Source: an optimization exercise on an open RTL-to-GDS flow (aim: a short achievable clock period and few clock cycles). Production flows keep margins and buffers that such runs may drop.
Where RTL was checked, it was by simulation tests only, not by an equivalence proof against the original.
No activity file was given, so power comes from the tool's default toggle rates.

==> flow/design.v (excerpt) <==
module snappy_dec (
    input  wire        clk,
    input  wire        rst,
    input  wire        start,
    input  wire [15:0] src_len,
    input  wire [15:0] dst_cap,
    output wire        busy,
    output reg         done,
    output reg  [7:0]  fault,
    output reg  [31:0] result,
    output reg  [31:0] info0,
    output reg  [31:0] info1,
    output reg         in_re,
    output reg  [15:0] in_addr,
    input  wire [7:0]  in_rdata,
    output reg         out_re,
    output reg  [15:0] out_raddr,
    input  wire [7:0]  out_rdata,
    output reg         out_we,
    output reg  [15:0] out_waddr,
    output reg  [7:0]  out_wdata
);
For scale: about 3000 cells after synthesis, about 830 flip-flops, roughly 220 I/O pins, about 0.038 mm^2 of cells after synthesis.
==> flow/config.mk <==
export PLATFORM = sky130hd
export DESIGN_NAME = snappy_dec
export DESIGN_NICKNAME = snappy_dec
export VERILOG_FILES = /design/flow/design.v
export SDC_FILE = /design/flow/constraint.sdc
export NUM_CORES = 4
export LEC_CHECK = 0
export ABC_CLOCK_PERIOD_IN_PS = 3000
export CAP_MARGIN = 20
export CORE_MARGIN = 2
export CORE_UTILIZATION = 40
export SLEW_MARGIN = 20
==> flow/constraint.sdc <==
create_clock -name core_clock -period 10.0 [get_ports {clk}]
set_input_delay 2.0000 -clock core_clock [delete_from_list [all_inputs] [get_ports {clk}]]
set_output_delay 2.0000 -clock core_clock [all_outputs]
set_load 0.01 [all_outputs]
standard.sh (not shown) runs the stock make flow with config.mk's settings and CLKGATE_MAP_FILE= SYNTH_SCRIPT=/design/flow/synth_recipe.tcl, a recipe that flattens the netlist after the stock synthesis.
==> flow/flow/run.sh <==
#!/bin/bash
set -euo pipefail
bash standard.sh SETUP_SLACK_MARGIN=6.8 finish > flow_make.log 2>&1
Edit:
Settings changed: CTS_CLUSTER_DIAMETER set to 100, CTS_CLUSTER_SIZE set to 30.
Effect: Total power shrinks by about a fifth. Critical path depth stays the same. Clock-buffer cell count shrinks by 66. Combinational power stays flat. Utilization shrinks by 1.8 points. Setup slack stays flat. Wire length shrinks slightly. Sequential share of layout area grows by 2.0 points. Die area does not change. Area after synthesis is unchanged. Register-to-register slack hardly moves.
Function was not checked in any run of this note: the RTL went through the layout flow alone.

---

Another version of the RTL of snappy_dec (not shown whole).
Size in the first run: roughly 850 flip-flops, roughly 220 I/O pins, about 37000 um^2 of cells after synthesis.
clock: 10.0 ns
lec_check: 0
abc_clock_period_in_ps: 3000
cap_margin: 20
core_margin: 2
core_utilization: 45
slew_margin: 20
==> flow/flow/run.sh <==
#!/bin/bash
set -euo pipefail
bash standard.sh SETUP_SLACK_MARGIN=7.2 finish > flow_make.log 2>&1
Testbench counts at the start, summed over its fixed seeds: cycles 151,834.
Change:
- CORE_UTILIZATION: 45 -> 67
Count of clock-buffer cells in the layout increases by 2.
Power falls by 2.8%.
Global-route usage is higher by 10 points.
Synthesized cell count does not change.
Sequential cell count stays the same.
Via count is higher by 2.8%.
Sequential share of layout area climbs by 0.99 points.
Worst hold slack barely changes.
Setup slack is better by 14 ps.
Core utilization grows by 25 points.
Clock skew rises by 6.7 ps.
Change:
- CORE_UTILIZATION: 67 -> 75
- CTS_CLUSTER_DIAMETER: unset -> 80
- CTS_CLUSTER_SIZE: unset -> 20
What happened: The new run went through all stages and came out clean. Design area goes down by a few percent. Final cell count drops by a few percent. Critical path depth goes up by 16. Sequential power barely changes. Die area falls by roughly a tenth. Fmax falls by a few percent. Worst hold slack is better by 7.2 ps.

---

Another version of the RTL of snappy_dec (not shown whole).
Size in the first run: about 3000 cells after synthesis, about 850 flip-flops, ~220 I/O pins, ~37000 sq um of cells after synthesis.
==> flow/design.v (excerpt) <==
module snappy_dec (
    input  wire        clk,
    input  wire        rst,
    input  wire        start,
    input  wire [15:0] src_len,
    input  wire [15:0] dst_cap,
    output wire        busy,
    output reg         done,
    output reg  [7:0]  fault,
    output reg  [31:0] result,
    output reg  [31:0] info0,
    output reg  [31:0] info1,
    output reg         in_re,
    output reg  [15:0] in_addr,
    input  wire [7:0]  in_rdata,
    output reg         out_re,
    output reg  [15:0] out_raddr,
    input  wire [7:0]  out_rdata,
    output reg         out_we,
    output reg  [15:0] out_waddr,
    output reg  [7:0]  out_wdata
);
export LEC_CHECK = 0
export ABC_CLOCK_PERIOD_IN_PS = 3000
export CAP_MARGIN = 20
export CORE_MARGIN = 2
export CORE_UTILIZATION = 50
export SLEW_MARGIN = 20
create_clock -name core_clock -period 10.0 [get_ports {clk}]
Scripts as last shown in full above: flow/flow/run.sh
The first run finished clean.
Testbench counts at the start, summed over its fixed seeds: cycles 151,711.
Rerun with:
- CORE_UTILIZATION: 50 -> 60
- CTS_CLUSTER_DIAMETER: default -> 60
- CTS_CLUSTER_SIZE: default -> 16
Outcome: Wire length drops by 2.7%; first-iteration DRC count goes up by 13%; total power decreases by 10%; sequential power barely changes; sequential cell count stays the same; count of clock-buffer cells in the layout shrinks by 17; synthesized cell count stays the same; die area fell by 16%; final cell count shrinks by 4.7%.
Rerun with:
==> flow/flow/run.sh (replaced) <==
#!/bin/bash
set -euo pipefail
bash standard.sh SETUP_SLACK_MARGIN=7.0 finish > flow_make.log 2>&1
- CTS_CLUSTER_DIAMETER: 60 -> default
- CTS_CLUSTER_SIZE: 16 -> default
Combinational power came out lower by a few percent.
Final area barely changes.
Utilization stays flat.
Sequential power stays flat.
Non-clock buffer count drops by 49.
Clock-buffer cell count rises by 24.
Register-to-register slack got worse by 110 ps.
Synthesized cell count does not change.
Die area is unchanged.
Wire length went down slightly.
Rerun with:
==> flow/flow/run.sh (replaced) <==
#!/bin/bash
set -euo pipefail
bash standard.sh SETUP_SLACK_MARGIN=7.2 finish > flow_make.log 2>&1
Effect: The changed run passed the timing, DRC and antenna checks. Clock power shrinks by about 2%. First-iteration DRC count grows by 0.57%. Worst setup slack gets worse by 23 ps. Fmax shrinks by 0.75%. Sequential power barely changes.

---

## job 3318
snappy_dec, a different RTL version from the one above (not shown whole).
For scale: roughly 3,000 cells after synthesis, roughly 850 flip-flops, roughly 0.037 mm^2 of cells after synthesis.
## snappy_dec
module snappy_dec (
    input  wire        clk,
    input  wire        rst,
    input  wire        start,
    input  wire [15:0] src_len,
    input  wire [15:0] dst_cap,
    output wire        busy,
    output reg         done,
    output reg  [7:0]  fault,
    output reg  [31:0] result,
    output reg  [31:0] info0,
    output reg  [31:0] info1,
    output reg         in_re,
    output reg  [15:0] in_addr,
    input  wire [7:0]  in_rdata,
    output reg         out_re,
    output reg  [15:0] out_raddr,
    input  wire [7:0]  out_rdata,
    output reg         out_we,
    output reg  [15:0] out_waddr,
    output reg  [7:0]  out_wdata
);
    localparam [7:0] F_NONE      = 8'h00;
    localparam [7:0] F_VARINT    = 8'h01;
    localparam [7:0] F_COPY_OFF  = 8'h02;
    localparam [7:0] F_LEN_MISM  = 8'h03;
    localparam [7:0] F_TRUNC     = 8'h04;
    localparam [7:0] F_OVERRUN   = 8'h05;
    localparam [7:0] F_DST_SMALL = 8'h21;
    localparam [1:0] M_MEM = 2'd0, M_H1 = 2'd1, M_H2 = 2'd2;
    reg        st_hdr;        
    reg        st_decl;       
    reg        st_tag;        
    reg        st_trl;        
    reg        st_lchk;       
    reg        st_pay;        
    reg        st_end;        
  ...
==> flow/config.mk <==
export PLATFORM = sky130hd
export DESIGN_NAME = snappy_dec
export DESIGN_NICKNAME = snappy_dec
export VERILOG_FILES = /design/flow/design.v
export SDC_FILE = /design/flow/constraint.sdc
export NUM_CORES = 4
export LEC_CHECK = 0
export ABC_CLOCK_PERIOD_IN_PS = 3000
export CAP_MARGIN = 20
export CORE_MARGIN = 2
export CORE_UTILIZATION = 60
export SLEW_MARGIN = 20
==> flow/constraint.sdc <==
create_clock -name core_clock -period 10.0 [get_ports {clk}]
set_input_delay 2.0000 -clock core_clock [delete_from_list [all_inputs] [get_ports {clk}]]
set_output_delay 2.0000 -clock core_clock [all_outputs]
set_load 0.01 [all_outputs]
==> flow/flow/run.sh <==
#!/bin/bash
set -euo pipefail
bash standard.sh SETUP_SLACK_MARGIN=7.2 finish > flow_make.log 2>&1
Job 3318: all stages complete, timing, DRC and antenna checks passed
The following lists how job 3280 was set up differently from job 3318:
Settings: changing CORE_UTILIZATION from 60 to 50.
## What came out
Job 3280 ran to completion and came out clean on the timing, DRC and antenna checks.
After detailed routing, job 3318 needs less wire than job 3280.
Worst hold slack: job 3280 vs job 3318 — no meaningful difference
Internal power contribution for job 3280 is higher than for job 3318.
Against job 3318, job 3280 comes in 0.029 ns lower on clock period minus final worst setup slack.
On cell count, the lower figure sits with job 3318, not job 3280.
Comparing job 3318 and job 3280, the higher clock-buffer cell count is on job 3280.
The synthesis-to-layout area growth of job 3280 exceeds that of job 3318 by 1.6 points.
Job 3280 ended up with a lower detailed-route via count than job 3318 did.
Looking only at post-placement setup slack, and setting everything else aside, the higher value of job 3318 and job 3280 goes to job 3280.
Function was not checked in any run of this note: the RTL went through the layout flow alone.

---

RTL: one of the versions met above, not the one the previous note started from.
Size: roughly 850 flip-flops, ~220 I/O pins.
Design snappy_dec, start of the top module:
module snappy_dec (
    input  wire        clk,
    input  wire        rst,
    input  wire        start,
    input  wire [15:0] src_len,
    input  wire [15:0] dst_cap,
    output wire        busy,
    output reg         done,
    output reg  [7:0]  fault,
    output reg  [31:0] result,
    output reg  [31:0] info0,
    output reg  [31:0] info1,
    output reg         in_re,
    output reg  [15:0] in_addr,
    input  wire [7:0]  in_rdata,
    output reg         out_re,
    output reg  [15:0] out_raddr,
    input  wire [7:0]  out_rdata,
    output reg         out_we,
    output reg  [15:0] out_waddr,
    output reg  [7:0]  out_wdata
);
    localparam [7:0] F_NONE      = 8'h00;
    localparam [7:0] F_VARINT    = 8'h01;
    localparam [7:0] F_COPY_OFF  = 8'h02;
    localparam [7:0] F_LEN_MISM  = 8'h03;
    localparam [7:0] F_TRUNC     = 8'h04;
    localparam [7:0] F_OVERRUN   = 8'h05;
    localparam [7:0] F_DST_SMALL = 8'h21;
    localparam [1:0] M_MEM = 2'd0, M_H1 = 2'd1, M_H2 = 2'd2;
    reg        st_hdr;        
    reg        st_decl;       
    reg        st_tag;        
    reg        st_trl;        
    reg        st_lchk;       
    reg        st_pay;        
    reg        st_end;        
    reg        st_flt;        
    reg        upd;           
    reg        upd_sl;        
    reg        upd_c;         
    reg        upd_l;         
    reg        chk;           
    reg        chk_bad;       
    reg        big;           
    reg        busy_q;        
    reg        idle;          
    reg [15:0] src_len_q;
    reg [15:0] dst_cap_q;
    assign busy = busy_q;
    wire go = start & idle;
    reg        fin;           
    reg        fin_ok;
    reg  [15:0] na;           
    reg         rd_pend;      
    reg         fetch_en;
    reg  [7:0]  iq [0:3];
    reg  [1:0]  iq_wp, iq_rp;
    reg  [2:0]  iq_cnt;
    reg  [7:0]  hb;           
    reg         hv;           
    reg         pop;          
    wire [2:0]  iq_use = iq_cnt + {2'd0, hv} + {2'd0, in_re} + {2'd0, rd_pend};
    wire        issue = fetch_en && (iq_use < 3'd4) && (na != src_len_q);
    wire        h_take = !hv || pop;
  ...
Settings: LEC_CHECK=0, ABC_CLOCK_PERIOD_IN_PS=3000, CAP_MARGIN=20, CORE_MARGIN=2, CORE_UTILIZATION=50, SLEW_MARGIN=20; clock period 10.0 ns.
==> flow/flow/run.sh <==
#!/bin/bash
set -euo pipefail
bash standard.sh SETUP_SLACK_MARGIN=7.2 "CTS_ARGS=-sink_clustering_enable -repair_clock_nets -apply_ndr full" finish > flow_make.log 2>&1
The baseline completed without violations.
Testbench counts at the start, summed over its fixed seeds: cycles 151,834.
==> next run, changes <==
==> flow/flow/run.sh (replaced) <==
#!/bin/bash
set -euo pipefail
bash standard.sh SETUP_SLACK_MARGIN=7.5 finish > flow_make.log 2>&1
- CORE_UTILIZATION: 50 -> 60
- CTS_CLUSTER_DIAMETER: default -> 80
- CTS_CLUSTER_SIZE: default -> 20
Worst setup slack got worse by 0.013 ns.
Power went down by 14%.
Sequential cell count is unchanged.
Synthesized cell count does not change.
Cell count is lower by 4.2%.
Final area came out lower by 1.0%.
Via count is higher by 1.8%.
Worst hold slack gains 0.0088 ns.
Fmax is lower by 0.42%.
Clock-buffer cell count drops by 35.
Core utilization is higher by 12 points.

## afterwards: timing with drivers on the ports
The flow's constraints put no driver on any port. The routed layouts listed below were extracted and timed again, unchanged, in two steps. Step 1 sets driving cells, clkbuf_16 on the clock port and buf_2 on the other inputs (assumed; they add their load-dependent delay and slew). Step 2, shift: input delay + t, output delay - t, t = (earliest + latest rising clock arrival at the registers) / 2. This alone moves slack from input paths to output paths. Three values: ideal ports, drivers, drivers and shift; two values: the first two.
run | t (ns) | slack for setup (ns) | worst hold slack (ns) | worst setup path at the end | worst register clock-pin slew, ns
the first run of note 1 | 0.718 | 6.347 / 6.347 / 6.347 | 0.327 / 0.327 / 0.327 | register to register | 0.07 / 0.07
the second run of note 1 | 0.661 | 6.346 / 6.346 / 6.346 | 0.339 / 0.339 / 0.339 | register to register | 0.12 / 0.12
the first run of note 2 | 0.721 | 6.856 / 6.787 / 6.538 | 0.327 / 0.327 / 0.327 | input to register | 0.07 / 0.07
the second run of note 2 | 0.688 | 6.870 / 6.807 / 6.568 | 0.324 / 0.324 / 0.324 | input to register | 0.07 / 0.07
the third run of note 2 | 0.689 | 6.782 / 6.782 / 6.604 | 0.331 / 0.331 / 0.331 | input to register | 0.10 / 0.10
the first run of note 3 | 0.710 | 6.883 / 6.813 / 6.567 | 0.329 / 0.329 / 0.329 | input to register | 0.07 / 0.07
the second run of note 3 | 0.685 | 6.893 / 6.826 / 6.698 | 0.328 / 0.328 / 0.328 | input to register | 0.08 / 0.08
the third run of note 3 | 0.694 | 6.909 / 6.848 / 6.470 | 0.314 / 0.314 / 0.314 | input to register | 0.07 / 0.07
the fourth run of note 3 | 0.693 | 6.886 / 6.827 / 6.644 | 0.314 / 0.314 / 0.314 | input to register | 0.06 / 0.06
job 3318 | 0.705 | 6.736 / 6.736 / 6.563 | 0.325 / 0.325 / 0.325 | input to register | 0.07 / 0.07
job 3280 | 0.708 | 6.765 / 6.765 / 6.589 | 0.326 / 0.326 / 0.326 | input to register | 0.06 / 0.06
the first run of note 5 | 0.696 | 6.886 / 6.818 / 6.616 | 0.323 / 0.323 / 0.323 | input to register | 0.07 / 0.07
the second run of note 5 | 0.684 | 6.873 / 6.809 / 6.852 | 0.332 / 0.332 / 0.332 | input to register | 0.09 / 0.09
After both steps every run listed still meets setup and hold. For the third run of note 3, which loses most, drivers alone change the setup slack by -0.061 ns; drivers and shift together by -0.439 ns.
